This design comes from an exercise in tuning for small area, a short achievable clock period and few clock cycles on the open sky130 flow, not from production work.
Only simulation tests tie the RTL to the original design; equivalence was not proved.

==> flow/design.v (excerpt) <==
module pct_powmod #(
    parameter W = 128
) (
    input  wire         clk,
    input  wire         rst,         
    input  wire         start,       
    input  wire         base_neg,
    input  wire [W-1:0] base,
    input  wire         exp_neg,
    input  wire [W-1:0] expo,
    input  wire         mod_neg,
    input  wire [W-1:0] modulus,
    output wire         ready,
    output reg          done,        
    output wire [W-1:0] result,
    output reg          err
);
clock: 11.0 ns
lec_check: 0
cap_margin: 20
core_margin: 2
core_utilization: 35
slew_margin: 20
standard.sh (not shown) runs the stock make flow with config.mk's settings and CLKGATE_MAP_FILE= SYNTH_SCRIPT=/design/flow/synth_recipe.tcl, a recipe that flattens the netlist after the stock synthesis.
==> flow/flow/run.sh <==
#!/bin/bash
set -euo pipefail
export SETUP_SLACK_MARGIN=6.5
export BUFFER_PORTS_ARGS="-buffer_cell sky130_fd_sc_hd__buf_1"
bash standard.sh > standard.log 2>&1
The first run ran to the end with no violations.
Testbench counts at the start, summed over its fixed seeds: cycles 1,014,592.
Then changed:
==> flow/flow/run.sh (replaced) <==
#!/bin/bash
set -euo pipefail
export SETUP_SLACK_MARGIN=6
export BUFFER_PORTS_ARGS="-buffer_cell sky130_fd_sc_hd__buf_1"
bash standard.sh > standard.log 2>&1
Settings changed: CORE_UTILIZATION 35 to 50, CTS_BUF_LIST from default to sky130_fd_sc_hd__clkbuf_8.
Hold slack is worse by 15 ps.
First-iteration DRC count goes up by 14%.

---

## the baseline
Starting RTL as in the previous note.
clock: 11.0 ns
lec_check: 0
cap_margin: 20
core_margin: 2
core_utilization: 55
cts_cluster_diameter: 60
cts_cluster_size: 20
setup_slack_margin: 5
slew_margin: 20
run.sh (not shown) runs the stock make flow with config.mk's settings and CLKGATE_MAP_FILE= SYNTH_SCRIPT=/design/flow/synth_recipe.tcl, a recipe that flattens the netlist after the stock synthesis.
Stock flow here: none of the scripts above is used.
Testbench counts of the baseline, summed over its fixed seeds: cycles 1,014,592.
--- input diff the baseline..the candidate ---
- CTS_CLUSTER_DIAMETER no longer set, was 60
- CTS_CLUSTER_SIZE no longer set, was 20
- CORE_UTILIZATION now 35, was 55
==> run summary <==
[compare] base=the baseline new=the candidate: global-route wire length before repair has increased; final antenna diode count has decreased; met2 track utilization from global routing has decreased; total clock buffers created by CTS has increased.
The candidate vs the baseline: initial antenna violation count up
In the flow results for the candidate and the baseline, the filler-free cell count of the finished design is larger on the candidate.
Summary of the candidate over the baseline: critical path depth now sits higher, transition time at the pin with the least slew margin now sits lower.

---

Another version of the RTL of pct_powmod (not shown whole).
Size in the first run: ~520 I/O pins, roughly 64000 um2 of cells after synthesis.
export LEC_CHECK = 0
export CAP_MARGIN = 20
export CORE_MARGIN = 2
export CORE_UTILIZATION = 50
export CTS_BUF_LIST = sky130_fd_sc_hd__clkbuf_8
export PLACE_DENSITY = 0.7
export SLEW_MARGIN = 20
create_clock -name core_clock -period 11.0 [get_ports {clk}]
standard.sh (not shown) runs the stock make flow with config.mk's settings and CLKGATE_MAP_FILE= SYNTH_SCRIPT=/design/flow/synth_recipe.tcl, a recipe that flattens the netlist after the stock synthesis.
==> flow/flow/run.sh <==
#!/bin/bash
set -euo pipefail
export SETUP_SLACK_MARGIN=6
export BUFFER_PORTS_ARGS="-buffer_cell sky130_fd_sc_hd__buf_1"
bash standard.sh > standard.log 2>&1
The starting point completed with no timing, DRC or antenna violations.
Testbench counts at the start, summed over its fixed seeds: cycles 1,014,592.
Change:
--- a/flow/config.mk
+++ b/flow/config.mk
@@ -10,3 +10 @@
-export CORE_UTILIZATION = 50
-export CTS_BUF_LIST = sky130_fd_sc_hd__clkbuf_8
-export PLACE_DENSITY = 0.7
+export CORE_UTILIZATION = 35
Setup slack improves by 0.049 ns. Worst hold slack degrades by 0.014 ns. Count of clock-buffer cells in the layout is lower by 48. Critical path depth is lower by 5. Wire length is higher by about 4.4%. Sequential share of layout area is lower by 0.84 points. Global-route usage is lower by 8.7 points. Clock skew is higher by 0.016 ns. Via count is lower by about 2.6%. Non-clock buffer count is higher by 49.
Change:
--- a/flow/flow/run.sh
+++ b/flow/flow/run.sh
@@ -4,0 +5 @@
+export ADDER_MAP_FILE=
--- a/flow/config.mk
+++ b/flow/config.mk
@@ -10 +10,3 @@
-export CORE_UTILIZATION = 35
+export CORE_UTILIZATION = 50
+export CTS_BUF_LIST = sky130_fd_sc_hd__clkbuf_8
+export PLACE_DENSITY = 0.7
Global-route usage rose by 8.6 points.
Routed wire length falls by 1.3%.
Synthesized area went up by 3.5%.
Design area goes down by 0.62%.
Synthesized cell count climbs by 15%.
Critical path depth came out lower by 4.
Via count is higher by 15%.
Change:
--- a/flow/flow/run.sh
+++ b/flow/flow/run.sh
@@ -3 +3 @@
-export SETUP_SLACK_MARGIN=6
+export SETUP_SLACK_MARGIN=6.5
@@ -5 +4,0 @@
-export ADDER_MAP_FILE=
Result:
- The changed run completed with no timing, DRC or antenna violations
- non-clock buffer count came out higher by 112
- wire length came out lower by a few percent
- final cell count came out lower by roughly a tenth

---

Another version of the RTL of pct_powmod (not shown whole).
Size: roughly 820 flip-flops, about 520 I/O pins, about 63,000 µm² of cells after synthesis.
export LEC_CHECK = 0
export CAP_MARGIN = 20
export CORE_MARGIN = 2
export CORE_UTILIZATION = 50
export CTS_BUF_LIST = sky130_fd_sc_hd__clkbuf_8
export PLACE_DENSITY = 0.7
export SLEW_MARGIN = 20
create_clock -name core_clock -period 11.0 [get_ports {clk}]
==> flow/flow/run.sh <==
#!/bin/bash
set -euo pipefail
export SETUP_SLACK_MARGIN=6
export BUFFER_PORTS_ARGS="-buffer_cell sky130_fd_sc_hd__buf_1"
bash standard.sh > standard.log 2>&1
Testbench counts at the start, summed over its fixed seeds: cycles 1,014,592.
Rerun with:
--- a/flow/config.mk
+++ b/flow/config.mk
@@ -9,5 +9,5 @@
 export CORE_MARGIN = 2
-export CORE_UTILIZATION = 50
+export CORE_UTILIZATION = 60
 export CTS_BUF_LIST = sky130_fd_sc_hd__clkbuf_8
-export PLACE_DENSITY = 0.7
+export PLACE_DENSITY = 0.8
 export SLEW_MARGIN = 20
=> Non-clock buffer count rose by 13. Global-route usage increases by 6.7 points. Cell count fell by 3.4%. Design area stays flat. Via count came out higher by 2.5%. Count of clock-buffer cells in the layout shrinks by 2. Worst setup slack loses 29 ps. Core utilization increases by 11 points.
Rerun with:
==> flow/flow/run.sh (replaced) <==
#!/bin/bash
set -euo pipefail
export SETUP_SLACK_MARGIN=6
export BUFFER_PORTS_ARGS="-buffer_cell sky130_fd_sc_hd__buf_1"
export ADDER_MAP_FILE=
bash standard.sh > standard.log 2>&1
--- a/flow/config.mk
+++ b/flow/config.mk
@@ -9,5 +9,5 @@
 export CORE_MARGIN = 2
-export CORE_UTILIZATION = 60
+export CORE_UTILIZATION = 50
 export CTS_BUF_LIST = sky130_fd_sc_hd__clkbuf_8
-export PLACE_DENSITY = 0.8
+export PLACE_DENSITY = 0.7
 export SLEW_MARGIN = 20
Effect: Sequential cell count stays the same; sequential share of layout area fell by 1.2 points; hold slack gains 42 ps; setup slack gains 140 ps; first-iteration DRC count fell by 15%; routed wire length rose by 4.3%; area after synthesis rose by about 4%; clock-buffer cell count fell by 8; clock skew barely changes; via count rose by about 13%.

==> re-timing with driven ports <==
The results above use ideal ports. As a check the final layouts listed here were re-extracted and re-timed, cells and wires unchanged.
Step 1 (the two cells are an assumption about what drives the block):
set clk [get_ports {clk}]
set_driving_cell -lib_cell sky130_fd_sc_hd__clkbuf_16 $clk
set_driving_cell -lib_cell sky130_fd_sc_hd__buf_2 [delete_from_list [all_inputs] $clk]
Step 2 times the ports against the registers' clock, not the clock port: input delays grow and output delays shrink by t, the midpoint of the rising clock arrivals with the driver on.
Three values: ideal, step 1, step 2; two values: the first two.
run	shift t [ns]	slack for setup (ns)	worst hold slack (ns)	worst slew at a driven data input, ns	cell pins on the clock port's net
the first run of note 1	0.814	5.703 / 5.703 / 5.703	0.506 / 0.506 / 0.506	0.13	1
the second run of note 1	0.978	5.665 / 5.665 / 5.665	0.491 / 0.491 / 0.491	0.10	1
the baseline	0.770	4.962 / 4.962 / 4.962	0.533 / 0.533 / 0.533	0.10	1
the candidate	0.819	5.103 / 5.103 / 5.103	0.509 / 0.509 / 0.509	0.23	1
the first run of note 3	0.960	5.872 / 5.872 / 5.872	0.513 / 0.513 / 0.513	0.16	1
the second run of note 3	0.823	5.921 / 5.921 / 5.921	0.499 / 0.499 / 0.499	0.17	1
the third run of note 3	1.008	6.016 / 6.016 / 6.016	0.463 / 0.463 / 0.463	0.11	1
the fourth run of note 3	0.956	5.894 / 5.894 / 5.894	0.489 / 0.489 / 0.489	0.12	1
the first run of note 4	0.983	5.911 / 5.911 / 5.911	0.560 / 0.560 / 0.560	0.11	1
the second run of note 4	0.935	5.882 / 5.882 / 5.882	0.520 / 0.520 / 0.520	0.10	1
the third run of note 4	1.002	6.022 / 6.022 / 6.022	0.562 / 0.562 / 0.562	0.17	1
After both steps every run listed still meets setup and hold.
